Background: an optimization exercise with open tools, aiming at small area. Do not read the settings as production practice.
Where RTL was checked, it was by simulation tests only, not by an equivalence proof against the original.

==> lagoon <==
## voice_filter
module voice_filter (
    input  wire        clk,
    input  wire        rst,        
    input  wire        start,
    input  wire [31:0] x,
    input  wire        topo,       
    input  wire [1:0]  ftype,      
    input  wire [31:0] a0,
    input  wire [31:0] a1,
    input  wire [31:0] a2,
    input  wire [31:0] b1,
    input  wire [31:0] b2,
    input  wire [31:0] f1,
    input  wire [31:0] q,
    output reg         done,
    output wire [31:0] y
);
export LEC_CHECK = 0
export CAP_MARGIN = 20
export CORE_MARGIN = 2
export CORE_UTILIZATION = 40
export SLEW_MARGIN = 20
create_clock -name core_clock -period 22.0 [get_ports {clk}]
run.sh (not shown) runs the stock make flow with config.mk's settings and CLKGATE_MAP_FILE= SYNTH_SCRIPT=/design/flow/synth_recipe.tcl, a recipe that flattens the netlist after the stock synthesis.
==> inputs of nickel, as changes to lagoon <==
--- a/flow/design.v
+++ b/flow/design.v
@@ -12,19 +12,22 @@
     input  wire [31:0] b2,
     input  wire [31:0] f1,
     input  wire [31:0] q,
     output reg         done,
     output wire [31:0] y
 );
-    reg [31:0] x1, x2, y1, y2, low, band;
-    reg        zx1, zx2, zy1, zy2, zlow, zband;
+    reg [31:0] W0, W1, W2, W3, W4, W5;
+    reg [2:0]  hs;
+    reg        xsel, ysel;
+    reg [5:0]  zf;
     reg [31:0] acc;                
     localparam [3:0] S_IDLE  = 4'd0,  S_MLOAD = 4'd1,  S_MIT   = 4'd2,
                      S_NORM  = 4'd3,  S_ROUND = 4'd4,  S_A0    = 4'd5,
                      S_SW1   = 4'd6,  S_SW2   = 4'd7,  S_A1    = 4'd8,
-                     S_ALIGN = 4'd9,  S_LH    = 4'd10;
+                     S_ALIGN = 4'd9,  S_LH    = 4'd10, S_WR    = 4'd11,
+                     S_UPD0  = 4'd12;
     reg [3:0]  st;
     reg [3:0]  pc;                 
     reg [3:0]  cnt;                
     reg [2:0]  pend;               
     reg        swapped;
     reg [27:0] H;
@@ -88,23 +91,33 @@
     wire        e_ovf = !EH[9] && (EH[8:0] >= 9'd255);
     wire [31:0] R = nanF ? 32'h7FC00000 :
                     (infF || e_ovf) ? {SH, 8'hFF, 23'd0} :
                     {SH, H[26] ? EH[7:0] : 8'd0, H[25:3]};
     assign y = R;
     wire [3:0] bsel = (st == S_MIT) ? c_coef : (st == S_SW1) ? B_R : c_src;
+    reg  [2:0] rslot;
+    always @(*) begin
+        case (c_src)
+            B_X2:   rslot = {2'b00, xsel};
+            B_X1:   rslot = {2'b00, !xsel};
+            B_Y2:   rslot = {2'b01, ysel};
+            B_Y1:   rslot = {2'b01, !ysel};
+            B_LOW:  rslot = 3'd4;
+            default: rslot = 3'd5;
+        endcase
+    end
+    wire       src_ring = (c_src >= B_X1) && (c_src <= B_BAND);
+    wire       rdy = !src_ring || (hs == rslot);
+    wire       head_zero = zf[hs];
     reg  [31:0] bus;
     always @(*) begin
         case (bsel)
             B_R:    bus = R;
             B_X:    bus = x;
-            B_X1:   bus = zx1   ? 32'd0 : x1;
-            B_X2:   bus = zx2   ? 32'd0 : x2;
-            B_Y1:   bus = zy1   ? 32'd0 : y1;
-            B_Y2:   bus = zy2   ? 32'd0 : y2;
-            B_LOW:  bus = zlow  ? 32'd0 : low;
-            B_BAND: bus = zband ? 32'd0 : band;
+            B_X1, B_X2, B_Y1, B_Y2, B_LOW, B_BAND:
+                    bus = head_zero ? 32'd0 : W0;
             B_ACC:  bus = acc;
             B_A0:   bus = a0;
             B_A1:   bus = a1;
             B_A2:   bus = a2;
             B_B1:   bus = b1;
             B_B2:   bus = b2;
@@ -132,64 +145,62 @@
     wire signed [9:0] s_dn = 10'sd1 - EH;             
     wire [7:0]  d_al = EH[7:0] - EL;                  
     wire        sx = bus[31] ^ c_negx;
     wire        sy = SH ^ c_negy;
     wire        y_zero = (H[26:3] == 24'd0);
     wire        yinf   = infF || e_ovf;      
+    wire [2:0]  dslot = (st == S_UPD0) ? {2'b01, ysel} :
+                        (c_dest == D_LOW) ? 3'd4 : 3'd5;
+    wire        wr_r  = ((st == S_WR) || (st == S_UPD0)) && (hs == dslot);
+    wire        wr_x  = (st == S_MLOAD) && rdy && (c_src == B_X2);
+    wire [31:0] tail  = wr_r ? R : wr_x ? x : W0;
     reg fin;
     always @(*) begin
         fin = 1'b0;
         case (st)
             S_MIT:   fin = (cnt == 4'd11) && (nanF || infF);
             S_ROUND: fin = 1'b1;
-            S_A0:    fin = bnan || nanF || binf || yinf || bzero || y_zero;
-            S_LH:    fin = 1'b1;
+            S_A0:    fin = rdy && (bnan || nanF || binf || yinf || bzero || y_zero);
+            S_LH:    fin = rdy;
             default: fin = 1'b0;
         endcase
     end
     always @(posedge clk) begin
-        if (pend == D_ACC)  acc <= R;
-        if (pend == D_LOW)  low <= R;
-        if (pend == D_BAND) band <= R;
-        if (pend == D_Y1)   y1 <= R;
+        W0 <= W1; W1 <= W2; W2 <= W3; W3 <= W4; W4 <= W5;
+        W5 <= tail;
+        hs <= (rst || hs >= 3'd5) ? 3'd0 : hs + 3'd1;
         if (rst) begin
-            zx1 <= 1'b1; zx2 <= 1'b1; zy1 <= 1'b1; zy2 <= 1'b1;
-            zlow <= 1'b1; zband <= 1'b1;
+            zf   <= 6'b111111;
+            xsel <= 1'b0;
+            ysel <= 1'b0;
         end else begin
-            if (pend == D_LOW)  zlow  <= 1'b0;
-            if (pend == D_BAND) zband <= 1'b0;
-            if (pend == D_Y1)   zy1   <= 1'b0;
-            if (fin && c_last && !topo) begin
-                x2 <= x1; zx2 <= zx1;
-                x1 <= x;  zx1 <= 1'b0;
-                y2 <= y1; zy2 <= zy1;
-            end
+            if (wr_r || wr_x)
+                zf[hs] <= 1'b0;
+            if (wr_x)
+                xsel <= !xsel;
+            if (wr_r && (st == S_UPD0))
+                ysel <= !ysel;
         end
+        if (pend == D_ACC)  acc <= R;
         if (rst) begin
             st   <= S_IDLE;
             pend <= D_NONE;
             done <= 1'b0;
         end else begin
             done <= 1'b0;
             pend <= D_NONE;
-            if (fin) begin
-                pend <= c_dest;
-                if (c_last) begin
-                    st   <= S_IDLE;
-                    done <= 1'b1;
-                end else begin
-                    pc <= pc + 4'd1;
-                    st <= n_first;
-                end
-            end
+            if (fin && (c_dest == D_ACC))
+                pend <= D_ACC;
+            if (fin && (c_dest == D_NONE || c_dest == D_ACC) && !c_last)
+                pc <= pc + 4'd1;
             case (st)
                 S_IDLE: if (start) begin
                     pc <= 4'd0;
                     st <= S_MLOAD;
                 end
-                S_MLOAD: begin
+                S_MLOAD: if (rdy) begin
                     L   <= {bm, 3'b000};
                     EL  <= bex;
                     SL  <= bus[31];
                     zL  <= bzero;
                     iL  <= binf;
                     nL  <= bnan;
@@ -248,13 +259,13 @@
                         EH <= EH + 10'sd1;
                     end else begin
                         H <= {sum[27:3], 3'b000};
                     end
                     L <= 27'd0;
                 end
-                S_A0: begin
+                S_A0: if (rdy) begin
                     nanF <= bnan || nanF || (binf && yinf && (sx != sy));
                     infF <= binf || yinf;
                     SH   <= sy;
                     if (!(bnan || nanF)) begin
                         if (binf || yinf) begin
                             SH <= binf ? sx : sy;
@@ -281,13 +292,13 @@
                 S_SW1: begin
                     L  <= {bm, 3'b000};
                     EL <= bex;
                     SL <= bus[31];
                     st <= S_SW2;
                 end
-                S_SW2: begin
+                S_SW2: if (rdy) begin
                     H  <= {1'b0, bm, 3'b000};
                     EH <= $signed({2'b00, bex});
                     SH <= sx;
                     st <= S_A1;
                 end
                 S_A1: begin
@@ -312,22 +323,42 @@
                         H <= sum[27:0];
                         L <= 27'd0;
                         if (sum[27:0] == 28'd0) SH <= 1'b0;
                         st <= S_NORM;
                     end
                 end
-                S_LH: begin
+                S_LH: if (rdy) begin
                     H    <= {1'b0, bm, 3'b000};
                     EH   <= $signed({2'b00, bex});
                     SH   <= bus[31];
                     nanF <= bnan;
                     infF <= binf;
                 end
+                S_WR: if (hs == dslot) begin
+                    if (c_last) begin
+                        st   <= S_IDLE;
+                        done <= 1'b1;
+                    end else begin
+                        pc <= pc + 4'd1;
+                        st <= n_first;
+                    end
+                end
+                S_UPD0: if (hs == dslot) begin
+                    st   <= S_IDLE;
+                    done <= 1'b1;
+                end
                 default: ;
             endcase
             if (fin) begin
-                if (c_last) st <= S_IDLE;
-                else        st <= n_first;
+                if (c_dest == D_LOW || c_dest == D_BAND)
+                    st <= S_WR;
+                else if (c_dest == D_Y1)
+                    st <= S_UPD0;
+                else if (c_last) begin
+                    st   <= S_IDLE;
+                    done <= 1'b1;
+                end else
+                    st <= n_first;
             end
         end
     end
 endmodule
==> flow/flow/run.sh (new file) <==
#!/bin/bash
# The standard layout (the standard.sh, standard synthesis included),
# with one change: the buffer that placement puts on every input and output
# port is sky130_fd_sc_hd__buf_1 instead of the flow's default choice.
set -euo pipefail
cd "$(dirname "$0")/.."
echo 'export BUFFER_PORTS_ARGS = -buffer_cell sky130_fd_sc_hd__buf_1' >> config.mk
bash standard.sh finish > standard_flow.log 2>&1
==> flow/standard.sh (new file) <==
#!/bin/bash
# synth_recipe.tcl (not shown) runs the flow's synth.tcl, then flattens the netlist and writes it again
# the make line also repeats each setting of config.mk as NAME=value (left out here)
make -C /OpenROAD-flow-scripts/flow DESIGN_CONFIG=/design/flow/config.mk WORK_HOME=/design/flow/orfs CLKGATE_MAP_FILE= SYNTH_SCRIPT=/design/flow/synth_recipe.tcl "${@:-finish}"
Settings changed: BUFFER_PORTS_ARGS set to -buffer_cell sky130_fd_sc_hd__buf_1.
removed: flow/run.sh
==> flow_summary.toml <==
[synthesis]
syn_area_sq_um = 25030
netlist_top_cells_count = "313 x sky130_fd_sc_hd__edfxtp_1, 299 x sky130_fd_sc_hd__nand2_1, 243 x sky130_fd_sc_hd__a21oi_1"
yosys.area_share.simple = 0.1717

[clock_tree]
cts-buffers-inserted = 42

[floorplanning]
std_cell_core_area_sq_um = 61830

[routing]
detailedRoute.firstPassIterationCount = 7

[run_status]
status = "finished clean"

[setup_path]
critical-path-max-stage-delay_ns = 0.83
-- figures above: lagoon

==> flow_summary.toml <==
[run_status]
status = "finished clean"

[synthesis]
netlist_top_cells_count = "250 x sky130_fd_sc_hd__nand2_1, 216 x sky130_fd_sc_hd__dfxtp_1, 210 x sky130_fd_sc_hd__nor2_1"
yosys.area_share.simple = 0.1662
syn_area_sq_um = 22430

[final_layout]
area.growth.synth_to_final_pct = 14.48

[routing]
detailedRoute.firstPassIterationCount = 11
drt_wl_total_microns = 99420

[setup_path]
critical-path-max-stage-delay_ns = 0.93

[floorplanning]
std_cell_core_area_sq_um = 55310
-- figures above: nickel

For nickel, only the layout was checked, not whether the RTL still works.

[separate check: timing with driven ports]
Ports are ideal in the flow. The routed layouts listed here were re-timed in OpenROAD. Step 1 (the two cells are an assumption about what drives the block):
set clk [get_ports {clk}]
set_driving_cell -lib_cell sky130_fd_sc_hd__clkbuf_16 $clk
set_driving_cell -lib_cell sky130_fd_sc_hd__buf_2 [delete_from_list [all_inputs] $clk]
Step 2 adds t to the input delays and takes it off the output delays; t is the mean of the earliest and latest rising clock arrival at the registers after step 1. Input paths then give back, and output paths get back, about the clock's delay inside the block. Slacks: ideal / step 1 / step 2; pairs: ideal / step 1.
run	t (ns)	setup WS [ns]	worst slew at a driven data input, ns
lagoon	0.657	8.864 / 8.900 / 8.243	0.08
nickel	0.628	8.850 / 8.887 / 8.259	0.08
After both steps every run listed still meets setup and hold. The setup slack of lagoon, which loses most, moves by +0.036 ns with the drivers and by -0.621 ns with both steps.
